Context: an optimization exercise on an open-source flow, tuned for small area, a short achievable clock period and few clock cycles. The choices shown serve that exercise and are no tape-out recipe. The RTL was checked by simulation tests, not by an equivalence proof against the original design.

==> flow/design.v <==
module salsa20_qr (
    input  wire [31:0] a_i,
    input  wire [31:0] b_i,
    input  wire [31:0] c_i,
    input  wire [31:0] d_i,
    output wire [31:0] a_o,
    output wire [31:0] b_o,
    output wire [31:0] c_o,
    output wire [31:0] d_o
);
    wire [31:0] s1 = a_i + d_i;
    wire [31:0] b1 = b_i ^ {s1[24:0], s1[31:25]};    
    wire [31:0] s2 = b1 + a_i;
    wire [31:0] c1 = c_i ^ {s2[22:0], s2[31:23]};    
    wire [31:0] s3 = c1 + b1;
    wire [31:0] d1 = d_i ^ {s3[18:0], s3[31:19]};    
    wire [31:0] s4 = d1 + c1;
    wire [31:0] a1 = a_i ^ {s4[13:0], s4[31:14]};    
    assign a_o = a1;
    assign b_o = b1;
    assign c_o = c1;
    assign d_o = d1;
endmodule
module salsa20_doubleround (
    input  wire [511:0] x_i,
    output wire [511:0] x_o
);
    wire [31:0] x [0:15];
    wire [31:0] y [0:15];    
    wire [31:0] z [0:15];    
    genvar i;
    generate
        for (i = 0; i < 16; i = i + 1) begin : g_words
            assign x[i] = x_i[32*i +: 32];
            assign x_o[32*i +: 32] = z[i];
        end
    endgenerate
    salsa20_qr u_c0 (.a_i(x[0]),  .b_i(x[4]),  .c_i(x[8]),  .d_i(x[12]),
                     .a_o(y[0]),  .b_o(y[4]),  .c_o(y[8]),  .d_o(y[12]));
    salsa20_qr u_c1 (.a_i(x[5]),  .b_i(x[9]),  .c_i(x[13]), .d_i(x[1]),
                     .a_o(y[5]),  .b_o(y[9]),  .c_o(y[13]), .d_o(y[1]));
    salsa20_qr u_c2 (.a_i(x[10]), .b_i(x[14]), .c_i(x[2]),  .d_i(x[6]),
                     .a_o(y[10]), .b_o(y[14]), .c_o(y[2]),  .d_o(y[6]));
    salsa20_qr u_c3 (.a_i(x[15]), .b_i(x[3]),  .c_i(x[7]),  .d_i(x[11]),
                     .a_o(y[15]), .b_o(y[3]),  .c_o(y[7]),  .d_o(y[11]));
    salsa20_qr u_r0 (.a_i(y[0]),  .b_i(y[1]),  .c_i(y[2]),  .d_i(y[3]),
                     .a_o(z[0]),  .b_o(z[1]),  .c_o(z[2]),  .d_o(z[3]));
    salsa20_qr u_r1 (.a_i(y[5]),  .b_i(y[6]),  .c_i(y[7]),  .d_i(y[4]),
                     .a_o(z[5]),  .b_o(z[6]),  .c_o(z[7]),  .d_o(z[4]));
    salsa20_qr u_r2 (.a_i(y[10]), .b_i(y[11]), .c_i(y[8]),  .d_i(y[9]),
                     .a_o(z[10]), .b_o(z[11]), .c_o(z[8]),  .d_o(z[9]));
    salsa20_qr u_r3 (.a_i(y[15]), .b_i(y[12]), .c_i(y[13]), .d_i(y[14]),
                     .a_o(z[15]), .b_o(z[12]), .c_o(z[13]), .d_o(z[14]));
endmodule
module xsalsa20_ksg (
    input  wire         clk,
    input  wire         rst,
    input  wire         cmd_valid,
    output wire         cmd_ready,
    input  wire [255:0] cmd_key,
    input  wire [191:0] cmd_nonce,
    input  wire [63:0]  cmd_ctr,
    input  wire [15:0]  cmd_nblocks,
    output wire         ks_valid,
    input  wire         ks_ready,
    output wire [511:0] ks_data,
    output wire         ks_last
);
    localparam [31:0] SIGMA0 = 32'h61707865;
    localparam [31:0] SIGMA1 = 32'h3320646e;
    localparam [31:0] SIGMA2 = 32'h79622d32;
    localparam [31:0] SIGMA3 = 32'h6b206574;
    localparam [2:0] S_IDLE   = 3'd0;   
    localparam [2:0] S_HROUND = 3'd1;   
    localparam [2:0] S_SUBKEY = 3'd2;   
    localparam [2:0] S_LOAD   = 3'd3;   
    localparam [2:0] S_BROUND = 3'd4;   
    localparam [2:0] S_FEED   = 3'd5;   
    localparam [2:0] S_OUT    = 3'd6;   
    reg [2:0]   state;
    reg [3:0]   round;       
    reg [511:0] x;           
    reg [511:0] j;           
    reg [255:0] subkey;
    reg [63:0]  ntail;       
    reg [63:0]  ctr;         
    reg [15:0]  remaining;   
    reg [511:0] out_data;
    wire [511:0] x_dr;
    salsa20_doubleround u_dr (.x_i(x), .x_o(x_dr));
    function [511:0] load_state;
        input [255:0] k;
        input [127:0] v;
        begin
            load_state = {SIGMA3, k[255:128], SIGMA2, v, SIGMA1, k[127:0], SIGMA0};
        end
    endfunction
    wire [511:0] hs_init  = load_state(cmd_key, cmd_nonce[127:0]);
    wire [511:0] blk_init = load_state(subkey, {ctr, ntail});
    wire [511:0] x_plus_j;
    genvar w;
    generate
        for (w = 0; w < 16; w = w + 1) begin : g_ff
            assign x_plus_j[32*w +: 32] = x[32*w +: 32] + j[32*w +: 32];
        end
    endgenerate
    always @(posedge clk) begin
        if (rst) begin
            state     <= S_IDLE;
            round     <= 4'd0;
            remaining <= 16'd0;
        end else begin
            case (state)
                S_IDLE: begin
                    if (cmd_valid) begin
                        x         <= hs_init;
                        ntail     <= cmd_nonce[191:128];
                        ctr       <= cmd_ctr;
                        remaining <= cmd_nblocks;
                        round     <= 4'd0;
                        state     <= S_HROUND;
                    end
                end
                S_HROUND: begin
                    x     <= x_dr;
                    round <= round + 4'd1;
                    if (round == 4'd9)
                        state <= S_SUBKEY;
                end
                S_SUBKEY: begin
                    subkey <= {x[32*9 +: 32], x[32*8 +: 32], x[32*7 +: 32], x[32*6 +: 32],
                               x[32*15 +: 32], x[32*10 +: 32], x[32*5 +: 32], x[32*0 +: 32]};
                    state  <= S_LOAD;
                end
                S_LOAD: begin
                    x     <= blk_init;
                    j     <= blk_init;
                    round <= 4'd0;
                    state <= S_BROUND;
                end
                S_BROUND: begin
                    x     <= x_dr;
                    round <= round + 4'd1;
                    if (round == 4'd9)
                        state <= S_FEED;
                end
                S_FEED: begin
                    out_data <= x_plus_j;
                    state    <= S_OUT;
                end
                S_OUT: begin
                    if (ks_ready) begin
                        ctr       <= ctr + 64'd1;
                        remaining <= remaining - 16'd1;
                        if (remaining == 16'd1)
                            state <= S_IDLE;
                        else
                            state <= S_LOAD;
                    end
                end
                default: state <= S_IDLE;
            endcase
        end
    end
    assign cmd_ready = (state == S_IDLE);
    assign ks_valid  = (state == S_OUT);
    assign ks_data   = out_data;
    assign ks_last   = (remaining == 16'd1);
endmodule
==> flow/run.sh <==
#!/bin/bash
# synth_recipe.tcl (not shown) runs the flow's synth.tcl, then flattens the netlist and writes it again
# the make line also repeats each setting of config.mk as NAME=value (left out here)
make -C /OpenROAD-flow-scripts/flow DESIGN_CONFIG=/design/flow/config.mk WORK_HOME=/design/flow/orfs CLKGATE_MAP_FILE= SYNTH_SCRIPT=/design/flow/synth_recipe.tcl finish
==> flow/config.mk <==
export PLATFORM = sky130hd
export DESIGN_NAME = xsalsa20_ksg
export DESIGN_NICKNAME = xsalsa20_ksg
export VERILOG_FILES = /design/flow/design.v
export SDC_FILE = /design/flow/constraint.sdc
export NUM_CORES = 4
export LEC_CHECK = 0
export CAP_MARGIN = 40
export CORE_MARGIN = 2
export CORE_UTILIZATION = 30
export SETUP_SLACK_MARGIN = 0.3
export SLEW_MARGIN = 20
==> flow/constraint.sdc <==
create_clock -name core_clock -period 35.0 [get_ports {clk}]
set_input_delay 7.0000 -clock core_clock [delete_from_list [all_inputs] [get_ports {clk}]]
set_output_delay 7.0000 -clock core_clock [all_outputs]
set_load 0.01 [all_outputs]
==> summary.txt <==
[metal layers]
layer  track usage, %  share of wire, %  vias up  wire length (um)
met5                0              0.11        -               981
met4             28.7               8.5       94             79300
met3             13.1                12     2148            112000
met2             56.1                40     9255            377000
met1             50.2                39    64400            362000
li1                 -                 -    53700                 -
[kinds of logic (layout without fill, tap and decap cells)]
family	count (synthesis)	after routing	synth area share [%]
DFF	1815	1815	40.4
and+or+nand+nor	3439	3439	11.5
other	0	167	0
xor gates and xnor gates	2406	2406	15.9
buffers and inverters	943	3640	2.63
AOI/OAI and AO/OA	3300	3300	16.0
muxes	14	14	0.105
adders and majority gates	1419	1419	13.4
[worst max-delay path, delay by kind of cell, from the launching register on]
| kind | cells | cell delay, ns |
|---|---|---|
| flops | 1 | 0.36 |
| xor+xnor | 9 | 2.33 |
| buf+inv | 13 | 2.25 |
| simple gates | 10 | 1.34 |
| compound gates | 115 | 22.64 |
| fa+ha+maj | 12 | 4.22 |
[registers in the layout (all words and copies together) (netlist names)]
signal     flops
remaining     16
x            512
round          4
state          3
ntail         64
ctr           64
out_data     512
j            384
subkey       256
[through the flow]
stage	setup WS (ns)	util (%)	instance area (sq um)
2_1_floorplan	4.98	-	134000
3_3_place_gp	1.13	36.6	163000
3_5_place_dp	1.42	37.0	165000
4_1_cts	1.28	38.6	172000
5_1_grt	0.254	38.9	173000
6_report	1.55	38.9	174000
[layout by cell type (no fill, tap or decap), types with 81 or more instances in the layout]
master           count
edfxtp_1          1792
a31oi_1            107
and3_1             130
clkdlybuf4s50_1   1046
xnor2_2            231
nor3_1             343
nor2b_1             81
nand2b_1            98
ha_1              1368
diode_2            167
clkbuf_16          217
xnor2_1           1587
o21ai_0            608
o21a_1             111
nand2_1           1252
o21bai_1           236
and2_1              84
inv_1              704
a22oi_1            301
nand3_1            256
a21oi_1            848
a21boi_0           117
xor2_1             531
buf_4             1359
or3_1              108
a21o_1             393
nor2_1             883
[final cells by class]
class	instances	area, sq um	area share, %
multi-input cells	10600	79100	45.5
flip-flops and latches	1815	54300	31.3
repair buffers	2533	22700	13.1
well taps	5928	7420	4.27
clock buffers	256	5600	3.22
inverters	711	2670	1.54
clock inverters	140	1450	0.835
diodes	167	418	0.241
[worst min path at each step]
stage	from	end	slack, ns
after global placement	subkey[244]	j[468]	0.43
after floorplan	subkey[98]	j[130]	0.42
final	subkey[202]	j[426]	0.41
after detailed placement	subkey[16]	j[48]	0.43
after global routing	subkey[202]	j[426]	0.42
after CTS	subkey[202]	j[426]	0.40
[timing repair]
| item | in CTS | in global routing |
|---|---|---|
| resized for setup | 0 | 90 |
| endpoints found under the setup margin | 0 | 51 |
| buffers inserted | 0 | 17 |
==> impl_metrics.ini <==
[outcome]
outcome = finished clean

[placement]
dp_hpwl_um = 798000
place.gp.congestion = 1.14
dp_cells = 21500
port_buffers = 1046

[sta]
fin_crit_ns = 33.45
final.setup.tns_ns = 0
relSlewSlack_pct = 29.4
grt_setup_unrepaired = false
worstMarginPinSlew_ns = 1.06
finalHoldViolations = 0
hold_ws_ns = 0.406
slew_viol_final = 0
finalCritPeriodShare_pct = 95.6
setup_viol = 0
max_freq_mhz = 29.9
skew_ns = 0.139

[route]
wl_per_cell_um = 42.1
vias = 130000
ant_nets = 0
via_per_inst = 5.86
drc = 0
wirelength_um = 932000
firstDrtPassIters = 8
drt-initial-drc-count = 19500

[clock_network]
cts.sinks = 1815
cts_max_level = 4
cts_made_buffers = 217
hold_buffers = 0
ctsRootBufferMaster = clkbuf_16
clock_path_buffers = 4
clk_pin_slew_worst_paths_ns = 0.06
cts_tree = done
clk-insertion-delay-late_ns = 1.07

[floorplan]
design.core.area_sq_mm = 0.446
ios = 1047
fp-row-count = 245
die_x_um = 674
die-area_sq_mm = 0.454
initial_core_util_pct = 30.2
die_h_um = 674

[grt]
gr-usage-all-layers_pct = 39.6
grt_start_max_net_pins = 112
grt_pass1_wl_um = 1170000
grt-ovfl-total = 0
antenna_found_initial = 253
grt_pass1_vias = 117000

[synth]
synth_top_area_share_pct = 40.0
yosysSeqAreaShare_pct = 40.4
yosysTopAreaCell = edfxtp_1
ys_seq_elements = 1815
synth_most_common_cell = xnor2_1
netlist_top_cells_count = xnor2_1 (1,816), edfxtp_1 (1,792), ha_1 (1,369)
synth_area_sq_mm = 0.134
synthFlopType = edfxtp_1
netlist_top_cells_area = edfxtp_1 (40%), ha_1 (13%), xnor2_1 (12%), xor2_1 (3.7%), nand2_1 (3.5%)
synth.avg_cell_area_sq_um = 10.1
synth_edf_count = 1792
synthArstFlopShare_pct = 0
syn_inst = 13300
yosysWarnings = 2
synth_fp_nets = 15300
ys_types = 107

[critical_path]
crit_path_end = x[16]
slowest_stage = xnor2_2
regToRegSetupSlack_ns = 1.55
r2r-end = x[16]
crit_path_frequent_cell = a21o_1
regToRegStartpoint = x[0]
slowest_delay_ns = 0.67
cp.required_ns = 35.84
crit_fanout = 3
cp.arrival_ns = 34.28
worstSetupStartpointType = flip-flop
worstRegToRegCells = 159
crit_path_end_kind = flip-flop
worstSetupPathType = reg -> reg
crit_path_start = x[0]

[final_layout]
syn_to_final_growth_pct = 29.1
drive_gt1_share_pct = 14.1
instances_no_fill = 22100
nNetsFinal = 17800
nFillCells = 44300

[hold_path]
hold_class = reg -> reg
hold_depth = 0

[job]
maxCapViolations = 0
Testbench counts, summed over its fixed seeds: cycles 22,963.

## re-timing with driven ports
In the flow no input, the clock included, has a driving cell. The finished layout below was timed again as built, in two steps. Step 1 sets driving cells, clkbuf_16 on the clock port and buf_2 on the other inputs (assumed; they add their load-dependent delay and slew). Step 2 also shifts input and output timing later by t, the mid clock arrival at the registers, as if the neighbouring blocks saw the same clock. a / b / c = no drivers / after step 1 / after step 2; a / b = the first two.
t (ns): 1.123
slack for setup (ns): 1.555 / 1.555 / 1.555
worst setup path after step 2: register to register
After both steps this run still meets setup and hold. For this run, drivers alone change the setup slack by 0.000 ns; drivers and shift together by 0.000 ns.
